This design comes from an exercise in tuning for small area and a short achievable clock period on the open sky130 flow, not from production work.
In this exercise RTL edits were held to simulation tests only and were not proved equivalent to the original.
Power is estimated from default activity; no workload was simulated.

== v14 ==
Design sbus_fsv, start of the top module:
module sbus_fsv (
    input  wire         clk,
    input  wire         rst,
    input  wire         cmd_valid,
    input  wire [31:0]  cmd,
    input  wire [175:0] enc_ch,
    input  wire         enc_d17,
    input  wire         enc_d18,
    input  wire [1:0]   enc_st,
    output wire [199:0] frame_o,
    output wire         frame_ready_o,
    output wire [175:0] cs_ch_o,
    output wire         cs_d17_o,
    output wire         cs_d18_o,
    output wire [1:0]   cs_status_o,
    output wire [199:0] tx_frame_o,
    output wire [239:0] trk_sum_o,
    output wire [15:0]  trk_maj_o,
    output wire [3:0]   tri_mode_o,
    output wire [3:0]   bin_mode_o,
    output wire [15:0]  status_o,
    output wire [15:0]  desync_count_o,
    output wire [6:0]   evt_o
);
Size: roughly 15000 cells after synthesis, roughly 1100 I/O pins.
clock: 12.0 ns
lec_check: 0
cap_margin: 40
core_area: 2 2 468 468
cts_buf_list: sky130_fd_sc_hd__clkbuf_8
cts_cluster_diameter: 45
cts_cluster_size: 14
die_area: 0 0 470 470
slew_margin: 40
standard.sh (not shown) runs the stock make flow with config.mk's settings and CLKGATE_MAP_FILE= SYNTH_SCRIPT=/design/flow/synth_recipe.tcl, a recipe that flattens the netlist after the stock synthesis.
==> flow/flow/run.sh <==
#!/bin/bash
set -euo pipefail
bash standard.sh SETUP_SLACK_MARGIN=7.8 TNS_END_PERCENT=100 \
  "BUFFER_PORTS_ARGS=-buffer_cell sky130_fd_sc_hd__buf_1" finish > standard.log 2>&1
--- input diff v14..v19 ---
Settings: CTS_BUF_LIST: sky130_fd_sc_hd__clkbuf_8 -> sky130_fd_sc_hd__clkbuf_16; CTS_CLUSTER_DIAMETER: 45 -> 60; CTS_CLUSTER_SIZE: 14 -> 24; DIE_AREA: 0 0 470 470 -> 0 0 450 450; CORE_AREA: 2 2 468 468 -> 2 2 448 448.
Results
Global-route usage in v19 vs v14: up 3.9 points
As of v19, vertical die dimension had fallen by a few percent compared to v14.
The final layouts of v19 and v14 pass the timing, design-rule and antenna checks.
From v14 to v19 the numbers moved as follows: number of clock buffers in the layout fell by 207, core utilization higher, total power per unit cell area -about 3.5%.
v19 gives more sequential share of layout area than v14 did.
Fmax of v19 falls short of that of v14 slightly.
Final standard cell count with taps included and fillers excluded in v19 is 440 lower than in v14
Diff v19 and v14: maximum count of clock buffers along a single path lower in v19
Here is what was changed in the inputs of v16 compared with v19.
Settings: changing CTS_BUF_LIST from sky130_fd_sc_hd__clkbuf_16 to sky130_fd_sc_hd__clkbuf_8; changing CTS_CLUSTER_SIZE from 24 to 14; changing CTS_CLUSTER_DIAMETER from 60 to 45.
==> flow/flow/run.sh <==
#!/bin/bash
set -euo pipefail
bash standard.sh SETUP_SLACK_MARGIN=8.1 TNS_END_PERCENT=100 \
  "BUFFER_PORTS_ARGS=-buffer_cell sky130_fd_sc_hd__buf_1" finish > standard.log 2>&1
- Looking at the reports, v19 completed the entire flow and the layout it produced met the timing, design-rule and antenna checks.
- The flow ended early for v16: it failed with a tool error in global routing.
- v16 against v19: clock tree buffer depth went up by 1, clock buffer count from CTS shows an increase of about 75%, global placement routability congestion about even, synthesized-area fraction occupied by and/or/nand/nor cells shows no meaningful change.
- Changes observed in v16 relative to v19: post-CTS setup buffer count picked up an extra 520%, count of instances resized after the clock tree is built saw an increase.
The following lists how v3 was set up differently from v16:
==> flow/flow/run.sh <==
#!/bin/bash
set -euo pipefail
bash standard.sh SETUP_SLACK_MARGIN=7.8 TNS_END_PERCENT=100 \
  "BUFFER_PORTS_ARGS=-buffer_cell sky130_fd_sc_hd__buf_1" finish > standard.log 2>&1
[summary]
- In v3 relative to v16, post-cts sizing count had gone down by more than half.
- v3 reached the final stage; the timing, design-rule and antenna checks on its layout passed.
- Min number of buffers inserted by post-CTS setup repair across v3 and v16: v3
- Count of cell types in the netlist: v16 vs v3 identical
- The row count of v3 and that of v16 are within noise of each other.
- v3 — TritonCTS buffer count 11 higher, v16 as reference
- v3 has setup slack after placement above what v16 had.
- Re post-synthesis xor/xnor area fraction: no difference whatsoever between v3 and v16.
- On I/O pin count, v3 tracks v16 almost exactly.
- Instance count after placement with tap cells included of v3 is on par with v16.
- Buffer levels on the longest clock path came out exactly the same in v3 and v16.

==> afterwards: timing with drivers on the ports <==
In the flow no input, the clock included, has a driving cell. The finished layouts below were timed again as built, in two steps.
Step 1 sets driving cells, clkbuf_16 on the clock port and buf_2 on the other inputs (assumed; they add their load-dependent delay and slew).
Step 2, shift: input delay + t, output delay - t, t = (earliest + latest rising clock arrival at the registers) / 2. This alone moves slack from input paths to output paths.
Three values: no drivers, after step 1, after step 2; two values: the first two.
run	t, ns	setup WS [ns]	worst hold slack (ns)	worst register clock-pin slew, ns	worst data-port slew with drivers (ns)
v14	1.167	7.529 / 7.522 / 6.355	0.407 / 0.407 / 0.407	0.10 / 0.10	0.26
v19	0.964	7.464 / 7.340 / 6.376	0.437 / 0.437 / 0.437	0.09 / 0.09	0.36
v3	1.155	7.667 / 7.455 / 6.301	0.402 / 0.402 / 0.402	0.09 / 0.09	0.43
After both steps setup and hold are still met in every run listed. For v3, which loses most, drivers alone change the setup slack by -0.212 ns; drivers and shift together by -1.366 ns.
